What follows belongs to an exercise in optimizing a design on an open flow for small area, a short achievable clock period and few clock cycles per item; a production flow would make more cautious choices.
In this exercise RTL edits were held to simulation tests only and were not proved equivalent to the original.
No driver is modelled on the clock port, so clocking that relies on it looks cheaper here than on a real chip.
Power and IR drop assume default switching activity.

==> flow/design.v (excerpt) <==
module tlb_core (
    input  wire        clk,
    input  wire        rst,           
    input  wire        req_valid,
    output wire        req_ready,
    input  wire [71:0] req_data,
    output reg         resp_valid,
    output reg  [66:0] resp_data,
    output reg         pt_en,
    output reg         pt_we,
    output reg  [19:0] pt_addr,
    output wire [32:0] pt_wdata,      
    input  wire [32:0] pt_rdata
);
Settings: LEC_CHECK=0, CAP_MARGIN=20, CORE_MARGIN=2, CORE_UTILIZATION=22, PLACE_DENSITY=0.25, SLEW_MARGIN=20; clock period 14.0 ns.
standard.sh (not shown) runs the stock make flow with config.mk's settings and CLKGATE_MAP_FILE= SYNTH_SCRIPT=/design/flow/synth_recipe.tcl, a recipe that flattens the netlist after the stock synthesis.
==> flow/flow/run.sh <==
#!/bin/bash
set -uo pipefail
work=$(pwd)
bash standard.sh POST_CTS_TCL="$work/flow/post_cts.tcl" finish > "$work/standard_sh.log" 2>&1
==> flow/flow/post_cts.tcl <==
# Sourced by ORFS cts.tcl after its own repair and detailed placement, before
# 4_1_cts.odb is written. The clock and constraints are unchanged; only the
# target slack of the repair is larger.
puts "post_cts: extra setup repair"
estimate_parasitics -placement
report_worst_slack
repair_timing -setup -setup_margin 9.1 -repair_tns 100 -max_iterations 3000 -verbose
set result [catch { detailed_placement } msg]
if { $result != 0 } {
  error "post_cts: detailed placement failed: $msg"
}
check_placement -verbose
estimate_parasitics -placement
report_worst_slack
Testbench counts at the start, summed over its fixed seeds: cycles 46,253, items 31,896.
Rerun with:
--- a/flow/design.v
+++ b/flow/design.v
@@ -42,16 +42,12 @@
     reg  [1:0]  w_src;            
     reg  [3:0]  w_row;
     reg  [1:0]  w_way;
     reg  [12:0] w_off;
     reg         m1;               
     reg         m2;               
-    reg  [12:0] m_off;
-    reg  [19:0] m_v2;
-    reg         m_v2ok;
-    reg  [3:0]  m_row2;
     reg  [15:0] ins_oh;
     reg  [3:0]  ins_wv;
     reg  [63:0] ins_sel;          
     reg         ins_go;           
     reg  [17:0] ins_key;
     reg         hz;               
@@ -117,26 +113,28 @@
         lk_o = 6'd0;
         lk_k = 72'd0;
         for (r = 0; r < 16; r = r + 1) begin
             lk_v = lk_v | (valid_q[r] & {4{l_oh[r]}});
             lk_o = lk_o | (ord_q[r] & {6{l_oh[r]}});
             for (i = 0; i < 4; i = i + 1)
-                lk_k[i*18 +: 18] = lk_k[i*18 +: 18] | (key_q[r*4+i] & {18{l_oh[r]}});
+                lk_k[i*18 +: 18] = lk_k[i*18 +: 18] |
+                    (((r >= 8) ? {key_q[r*4+i][17:2], l_key[1:0]} :
+                      (r >= 4) ? {key_q[r*4+i][17:1], l_key[0]} : key_q[r*4+i]) & {18{l_oh[r]}});
         end
     end
     reg  [3:0]  lk_hv;
     always @(*) begin
         for (i = 0; i < 4; i = i + 1)
             lk_hv[i] = lk_v[i] && (lk_k[i*18 +: 18] == l_key);
     end
     wire        lk_hit = |lk_hv;
     wire [1:0]  lk_way = {lk_hv[3] | lk_hv[2], lk_hv[3] | lk_hv[1]};
     wire x_go   = ex && is_xlate && cmd_legal_state && !va_oor;
     wire x_hit  = x_go && (lk_hit || (fwd && pt_rdata[32]));
     wire x_miss = x_go && !(lk_hit || (fwd && pt_rdata[32]));
-    wire        pr_en  = (x_hit && !fwd) || (m1 && m_v2ok && lk_hit);
+    wire        pr_en  = (x_hit && !fwd) || (m1 && pt_en && lk_hit);
     wire [1:0]  pr_way = lk_way;
     wire        in_en  = pt_rdata[32] && ins_go;
     wire [1:0]  in_way = {ins_wv[3] | ins_wv[2], ins_wv[3] | ins_wv[1]};
     reg  [3:0]  lk_vict;
     always @(*) begin
         if (!lk_v[0])      lk_vict = 4'b0001;
@@ -172,15 +170,15 @@
             v   = ps ? {1'b0, a[31:13]} : a[31:12];
             oor = (a[31:20] != 12'd0) || (a[19:0] >= (ps ? 20'h7ffff : 20'hfffff));
             if (op == OP_SET) port_of = {ready && !oor, 1'b1, a[19:0]};
             else              port_of = {op == OP_XLATE, 1'b0, v};
         end
     endfunction
-    wire m2_next  = m1 && m_v2ok && !lk_hit;
-    wire hz_next  = m2_next && cv && is_xlate && (row_own == m_row2) && (vpn != m_v2);
-    wire fwd_next = m2_next && cv && (vpn == m_v2);
+    wire m2_next  = m1 && pt_en && !lk_hit;
+    wire hz_next  = m2_next && cv && is_xlate && ((onehot(row_own) & l_oh) != 16'd0) && (vpn != pt_addr);
+    wire fwd_next = m2_next && cv && (vpn == pt_addr);
     wire accept   = req_valid && rdy;
     wire take     = ex || !cv;                
     wire [3:0]  req_row = row_of(req_data[39:8], ps_next, rows_next);
     wire        lc_ready_next = cfg_ok || (lifecycle == LC_READY);
     wire [21:0] port_req = port_of(req_data[2:0], req_data[39:8], lc_ready_next, ps_next);
     wire [21:0] port_cmd = port_of(cmd_op, cmd_a, lifecycle == LC_READY, cfg_ps);
@@ -226,18 +224,12 @@
             end
             m1  <= x_miss;
             m2  <= m2_next;
             hz  <= hz_next;
             fwd <= fwd_next;
             rdy <= !x_miss && !hz_next;
-            if (ex) begin
-                m_off  <= off;
-                m_v2   <= vpn_next;
-                m_v2ok <= !nxt_oor;
-                m_row2 <= row_nxt;
-            end
             if (x_miss)
                 {pt_en, pt_we, pt_addr} <= {!nxt_oor, 1'b0, vpn_next};
             else if (!take)
                 {pt_en, pt_we, pt_addr} <= port_cmd;
             else
                 {pt_en, pt_we, pt_addr} <= {accept && port_req[21], port_req[20:0]};
@@ -296,13 +288,13 @@
             end
             if (x_hit && hits != {64{1'b1}})
                 hits <= hits + 64'd1;
             resp_valid <= m1 || w_v;
             if (m1) begin
                 if (pt_rdata[32])
-                    resp_data <= {compose(pt_rdata[31:0], m_off, cfg_ps), ST_OK};
+                    resp_data <= {compose(pt_rdata[31:0], w_off, cfg_ps), ST_OK};
                 else
                     resp_data <= {64'd0, ST_XLATE_FLT};
             end else begin
                 case (w_src)
                     2'd1:    resp_data <= {hits, w_st};
                     2'd2:    resp_data <= {compose(ppn_q[{w_row, w_way}], w_off, cfg_ps), w_st};
Result: Clock power hardly moves; die area came out lower by a few percent; routed wire length came out lower by a few percent; non-clock buffer count came out lower by 182; synthesized area came out lower by a few percent; combinational power came out lower by a few percent.
Testbench counts after the change, summed over its fixed seeds: cycles 46,253, items 31,896.

## afterwards: timing with drivers on the ports
Ports are ideal in the flow. The routed layouts listed here were re-timed in OpenROAD.
Step 1, drivers: a clkbuf_16 drives clk and a buf_2 each remaining input, both assumed.
Step 2, shift: input delay + t, output delay - t, t = (earliest + latest rising clock arrival at the registers) / 2. This alone moves slack from input paths to output paths.
Slacks: no drivers / after step 1 / after step 2; pairs: no drivers / after step 1.
run | shift t [ns] | setup WS [ns] | worst slew at a driven data input, ns | pins driven straight from the clock port
the first run | 1.155 | 8.860 / 8.916 / 7.801 | 0.09 | 1
the second run | 1.147 | 8.875 / 8.899 / 7.808 | 0.47 | 1
After both steps setup and hold are still met in every run listed. The setup slack of the second run, which loses most, moves by +0.024 ns with the drivers and by -1.067 ns with both steps.
